Context: an optimization exercise on an open-source flow, tuned for small area, a short achievable clock period and few clock cycles. The choices shown serve that exercise and are no tape-out recipe. Function was checked by simulation only, so behaviour that the tests miss may differ from the original. The clock port is modelled as an ideal driver; clocking choices that lean on that would not hold on a real chip. Power figures rest on the tool's default switching activity, not on a simulated workload.

==> flow/design.v <==
module fpp (
    input  wire         clk,
    input  wire         rst,           
    input  wire         in_valid,
    output wire         in_ready,
    input  wire [2:0]   in_kind,
    input  wire [7:0]   in_data,
    output wire [3:0]   status,
    output wire [6:0]   rxlen,
    output wire [191:0] sb             
);
    localparam STALL = 0;    
    localparam [2:0] K_START = 3'd0;
    localparam [2:0] K_BYTE  = 3'd1;
    localparam [2:0] K_END   = 3'd2;
    localparam [2:0] K_ERROR = 3'd3;
    localparam [2:0] K_PARSE = 3'd4;
    localparam [1:0] P_NF  = 2'd0;    
    localparam [1:0] P_INC = 2'd1;    
    localparam [1:0] P_CHK = 2'd2;    
    localparam [1:0] P_OK  = 2'd3;    
    reg [6:0]   rxlen_r;     
    reg [3:0]   status_r;
    reg [191:0] sb_r;
    reg [191:0] cand;        
    reg         clr;         
    reg         ldp;         
    reg         pbv;         
    reg [7:0]   pbd;         
    reg [1:0]   pst;
    reg         prev42;
    reg [4:0]   j;
    reg [12:0]  acc;         
    reg         hi_ok;
    assign in_ready = ~clr & ~ldp;
    wire acc_ok = in_valid & in_ready;
    wire a_start = acc_ok & (in_kind == K_START);
    wire a_byte  = acc_ok & (in_kind == K_BYTE);
    wire a_end   = acc_ok & (in_kind == K_END);
    wire a_error = acc_ok & (in_kind == K_ERROR);
    wire a_parse = acc_ok & (in_kind == K_PARSE);
    wire infr  = (pst == P_INC);
    wire shift = clr | (pbv & infr & (j >= 5'd4) & (j < 5'd28));
    wire [7:0] sbyte = clr ? 8'd0 : pbd;
    wire load  = (clr & (j == 5'd24)) | (STALL ? ldp : (a_parse & (pst == P_OK)));
    always @(posedge clk) begin
        if (shift)
            cand <= {cand[183:0], sbyte};
    end
    integer k;
    always @(posedge clk) begin
        if (load)
            for (k = 0; k < 12; k = k + 1)
                sb_r[16*k +: 16] <= cand[191 - 16*k -: 16];
    end
    always @(posedge clk) begin
        pbd <= in_data;
        if (rst) begin
            clr      <= 1'b1;
            ldp      <= 1'b0;
            j        <= 5'd0;
            rxlen_r  <= 7'd0;
            status_r <= 4'd0;
            pbv      <= 1'b0;
            pst      <= P_NF;
            prev42   <= 1'b0;
        end else if (clr) begin
            j <= j + 5'd1;
            if (j == 5'd24)
                clr <= 1'b0;
        end else begin
            ldp <= STALL && a_parse && (pst == P_OK);
            pbv <= a_byte & ~rxlen_r[6];
            if (pbv) begin
                prev42 <= (pbd == 8'h42);
                case (pst)
                    P_NF: if (prev42 && pbd == 8'h4D) begin
                        pst <= P_INC;
                        j   <= 5'd2;
                        acc <= 13'h008F;     
                    end
                    P_INC: begin
                        if (j < 5'd30)
                            acc <= acc + {5'd0, pbd};
                        if (j == 5'd30)
                            hi_ok <= ({3'd0, acc[12:8]} == pbd);
                        if (j == 5'd31)
                            pst <= (hi_ok && acc[7:0] == pbd) ? P_OK : P_CHK;
                        j <= j + 5'd1;
                    end
                    default: ;
                endcase
            end
            if (a_start) begin
                rxlen_r <= 7'd0;
                pst    <= P_NF;
                prev42 <= 1'b0;
            end
            if (a_byte && !rxlen_r[6])
                rxlen_r <= rxlen_r + 7'd1;
            if (a_end)
                status_r <= 4'd0;
            if (a_error) begin
                rxlen_r  <= 7'd0;
                status_r <= 4'd8;
                pst      <= P_NF;
            end
            if (a_parse)
                case (pst)
                    P_NF:    status_r <= 4'd4;
                    P_INC:   status_r <= 4'd5;
                    P_CHK:   status_r <= 4'd3;
                    default: status_r <= 4'd0;
                endcase
        end
    end
    assign status = status_r;
    assign rxlen  = rxlen_r;
    assign sb     = sb_r;
endmodule
Settings: LEC_CHECK=0, CAP_MARGIN=20, CORE_MARGIN=2, CORE_UTILIZATION=40, SETUP_SLACK_MARGIN=3.5, SLEW_MARGIN=20; clock period 6.0 ns.
run.sh (not shown) runs the stock make flow with config.mk's settings and CLKGATE_MAP_FILE= SYNTH_SCRIPT=/design/flow/synth_recipe.tcl, a recipe that flattens the netlist after the stock synthesis.
Testbench counts at the start, summed over its fixed seeds: cycles 15,751.
==> next run, changes <==
==> flow/flow/run.sh (new file) <==
#!/bin/bash
# The standard layout (standard.sh), with the port buffers made of buf_1
# cells instead of the slow delay cells buffer_ports picks by default.
set -euo pipefail
export BUFFER_PORTS_ARGS="-buffer_cell sky130_fd_sc_hd__buf_1"
bash standard.sh finish > flow_make.log 2>&1
==> flow/standard.sh (new file) <==
#!/bin/bash
# synth_recipe.tcl (not shown) runs the flow's synth.tcl, then flattens the netlist and writes it again
# the make line also repeats each setting of config.mk as NAME=value (left out here)
make -C /OpenROAD-flow-scripts/flow DESIGN_CONFIG=/design/flow/config.mk WORK_HOME=/design/flow/orfs CLKGATE_MAP_FILE= SYNTH_SCRIPT=/design/flow/synth_recipe.tcl "${@:-finish}"
- CORE_UTILIZATION: 40 -> 65
- CTS_BUF_LIST: not set -> sky130_fd_sc_hd__clkbuf_8
- SETUP_SLACK_MARGIN: 3.5 -> 3.8
removed: flow/run.sh
- The changed run completed with no timing, DRC or antenna violations
- wire length is lower by about 3.2%
- clock power is lower by about 22%
- power is lower by about 10%
- flip-flop and latch count does not change
- worst setup slack improves by 0.11 ns
- cell count is lower by about 10%
- maximum frequency is higher by 4.9%
==> next run, changes <==
- CORE_UTILIZATION: 65 -> 40
- CTS_CLUSTER_SIZE: not set -> 30
- SETUP_SLACK_MARGIN: 3.8 -> 3.5
Die area climbs by 61%.
Synthesized area does not change.
Wire length drops by 0.43%.
Maximum frequency falls by 1.2%.
Critical path depth goes down by 1.
First-iteration DRC count is lower by 13%.
Sequential share of layout area goes up by 0.38 points.
Flip-flop and latch count is unchanged.
Utilization came out lower by 32 points.
Clock-buffer cell count came out higher by 9.
Setup slack gets worse by 0.027 ns.
==> next run, changes <==
- CTS_BUF_LIST: sky130_fd_sc_hd__clkbuf_8 -> not set
- CTS_CLUSTER_SIZE: 30 -> not set
Result:
- sequential power is about the same
- worst hold slack barely changes
- total power is higher by a little under a tenth
- area after synthesis stays the same
- non-clock buffer count is higher by 1

* * *

fpp, a different RTL version from the one above (not shown whole).
Size in the first run: about 630 cells after synthesis, roughly 220 I/O pins, about 0.014 mm2 of cells after synthesis.
export LEC_CHECK = 0
export CAP_MARGIN = 20
export CORE_MARGIN = 2
export CORE_UTILIZATION = 65
export SETUP_SLACK_MARGIN = 3.75
export SLEW_MARGIN = 20
create_clock -name core_clock -period 6.0 [get_ports {clk}]
standard.sh (not shown) runs the stock make flow with config.mk's settings and CLKGATE_MAP_FILE= SYNTH_SCRIPT=/design/flow/synth_recipe.tcl, a recipe that flattens the netlist after the stock synthesis.
==> flow/flow/run.sh <==
#!/bin/bash
# The standard layout (standard.sh) with these changes:
#  - the port buffers are buf_1 cells instead of the slow delay cells that
#    buffer_ports picks by default;
#  - the clock tree uses larger sink clusters of clkbuf_16 (fewer buffers);
#  - after CTS, the clock port drives the tree's second level directly and
#    the root buffer is removed (clk_root.tcl), and each second-level
#    buffer is split in two, each half near its loads (clk_split.tcl): the
#    port drives 4 buffers, and every register still has the same number
#    of buffers on its clock path.
# Each step writes its full output to a log file of its own here.
set -euo pipefail
export BUFFER_PORTS_ARGS="-buffer_cell sky130_fd_sc_hd__buf_1"
export CTS_ARGS="-sink_clustering_enable -repair_clock_nets -buf_list sky130_fd_sc_hd__clkbuf_16 -sink_clustering_size 20 -sink_clustering_max_diameter 100 -sink_buffer_max_cap_derate 1.0"
bash standard.sh cts > make_to_cts.log 2>&1
R=orfs/results/${FLOW_PLATFORM}/fpp/base
ODB_IN=$R/4_1_cts.odb ODB_OUT=$R/4_1_cts.odb openroad -no_init -exit flow/clk_root.tcl > clk_root.log 2>&1
ODB_IN=$R/4_1_cts.odb ODB_OUT=$R/4_1_cts.odb openroad -no_init -exit flow/clk_split.tcl > clk_split.log 2>&1
cp $R/4_1_cts.odb $R/4_cts.odb
bash standard.sh finish > make_finish.log 2>&1
Other scripts of this flow, unchanged in this note and not shown: flow/flow/clk_root.tcl, flow/flow/clk_split.tcl
Testbench counts at the start, summed over its fixed seeds: cycles 15,968.
Next try:
--- a/flow/flow/run.sh
+++ b/flow/flow/run.sh
@@ -12,5 +12,5 @@
 set -euo pipefail
 export BUFFER_PORTS_ARGS="-buffer_cell sky130_fd_sc_hd__buf_1"
-export CTS_ARGS="-sink_clustering_enable -repair_clock_nets -buf_list sky130_fd_sc_hd__clkbuf_16 -sink_clustering_size 20 -sink_clustering_max_diameter 100 -sink_buffer_max_cap_derate 1.0"
+export CTS_ARGS="-sink_clustering_enable -repair_clock_nets -buf_list sky130_fd_sc_hd__clkbuf_16 -sink_clustering_size 15 -sink_clustering_max_diameter 100 -sink_buffer_max_cap_derate 1.0"
 bash standard.sh cts > make_to_cts.log 2>&1
 R=orfs/results/${FLOW_PLATFORM}/fpp/base
--- a/flow/config.mk
+++ b/flow/config.mk
@@ -8,5 +8,5 @@
 export CAP_MARGIN = 20
 export CORE_MARGIN = 2
-export CORE_UTILIZATION = 65
+export CORE_UTILIZATION = 55
 export SETUP_SLACK_MARGIN = 3.75
 export SLEW_MARGIN = 20
The changed run ran to the end with no violations; final area rises slightly; critical path depth does not change; wire length increases by a few percent; area after synthesis stays the same; sequential power stays flat; final cell count climbs by a few percent.
Next try:
--- a/flow/flow/run.sh
+++ b/flow/flow/run.sh
@@ -12,5 +12,5 @@
 set -euo pipefail
 export BUFFER_PORTS_ARGS="-buffer_cell sky130_fd_sc_hd__buf_1"
-export CTS_ARGS="-sink_clustering_enable -repair_clock_nets -buf_list sky130_fd_sc_hd__clkbuf_16 -sink_clustering_size 15 -sink_clustering_max_diameter 100 -sink_buffer_max_cap_derate 1.0"
+export CTS_ARGS="-sink_clustering_enable -repair_clock_nets -buf_list sky130_fd_sc_hd__clkbuf_16 -sink_clustering_size 25 -sink_clustering_max_diameter 100 -sink_buffer_max_cap_derate 1.0"
 bash standard.sh cts > make_to_cts.log 2>&1
 R=orfs/results/${FLOW_PLATFORM}/fpp/base
Clock-buffer cell count is lower by 15.
Die area does not change.
Core utilization is lower by 0.97 points.
Worst setup slack loses 0.0081 ns.
Next try:
--- a/flow/flow/run.sh
+++ b/flow/flow/run.sh
@@ -12,5 +12,5 @@
 set -euo pipefail
 export BUFFER_PORTS_ARGS="-buffer_cell sky130_fd_sc_hd__buf_1"
-export CTS_ARGS="-sink_clustering_enable -repair_clock_nets -buf_list sky130_fd_sc_hd__clkbuf_16 -sink_clustering_size 25 -sink_clustering_max_diameter 100 -sink_buffer_max_cap_derate 1.0"
+export CTS_ARGS="-sink_clustering_enable -repair_clock_nets -buf_list sky130_fd_sc_hd__clkbuf_16 -sink_clustering_size 20 -sink_clustering_max_diameter 100 -sink_buffer_max_cap_derate 1.0"
 bash standard.sh cts > make_to_cts.log 2>&1
 R=orfs/results/${FLOW_PLATFORM}/fpp/base
Cell count rises slightly.
Utilization came out higher by 0.46 points.
Design area went up slightly.
Via count stays flat.
Wire length barely changes.
Worst hold slack gains 0.0064 ns.
Next try:
--- a/flow/config.mk
+++ b/flow/config.mk
@@ -9,4 +9,4 @@
 export CORE_MARGIN = 2
 export CORE_UTILIZATION = 55
-export SETUP_SLACK_MARGIN = 3.75
+export SETUP_SLACK_MARGIN = 3.85
 export SLEW_MARGIN = 20
Result:
- hold slack hardly moves
- die area is unchanged
- via count rose by 0.71%
- count of clock-buffer cells in the layout does not change
- routed wire length rose by 2.0%
Next try:
--- a/flow/config.mk
+++ b/flow/config.mk
@@ -9,4 +9,4 @@
 export CORE_MARGIN = 2
 export CORE_UTILIZATION = 55
-export SETUP_SLACK_MARGIN = 3.85
+export SETUP_SLACK_MARGIN = 3.65
 export SLEW_MARGIN = 20
Effect:
- The changed run ran to the end with no violations
- sequential power hardly moves
- core utilization came out lower by 1.1 points
- final area goes down slightly
- cell count fell slightly
- worst setup slack gets worse by 0.076 ns
- via count fell slightly
- clock power is about the same

==> static timing again, ports no longer ideal <==
Ports are ideal in the flow. The routed layouts listed here were re-timed in OpenROAD. Step 1 assumes that a clkbuf_16 drives the clock port and a buf_2 every other input. Step 2 also shifts input and output timing later by t, the mid clock arrival at the registers, as if the neighbouring blocks saw the same clock. a / b / c = ideal ports / drivers / drivers and shift; a / b = the first two.
run	t (ns)	slack for setup (ns)	worst hold slack (ns)
the first run of note 1	0.581	3.531 / 3.488 / 3.009	0.419 / 0.419 / 0.419
the second run of note 1	0.621	3.646 / 3.605 / 3.243	0.421 / 0.421 / 0.421
the third run of note 1	0.604	3.618 / 3.578 / 3.105	0.417 / 0.417 / 0.417
the fourth run of note 1	0.577	3.626 / 3.583 / 3.113	0.418 / 0.418 / 0.418
the first run of note 2	0.406	3.851 / 3.759 / 3.659	0.422 / 0.422 / 0.422
the second run of note 2	0.427	3.860 / 3.768 / 3.675	0.416 / 0.416 / 0.416
the third run of note 2	0.415	3.852 / 3.778 / 3.669	0.418 / 0.418 / 0.418
the fourth run of note 2	0.418	3.884 / 3.787 / 3.650	0.425 / 0.425 / 0.425
the fifth run of note 2	0.418	3.886 / 3.789 / 3.663	0.425 / 0.425 / 0.425
the sixth run of note 2	0.411	3.810 / 3.784 / 3.623	0.427 / 0.427 / 0.427
After both steps setup and hold are still met in every run listed. The setup slack of the first run of note 1, which loses most, moves by -0.043 ns with the drivers and by -0.522 ns with both steps.
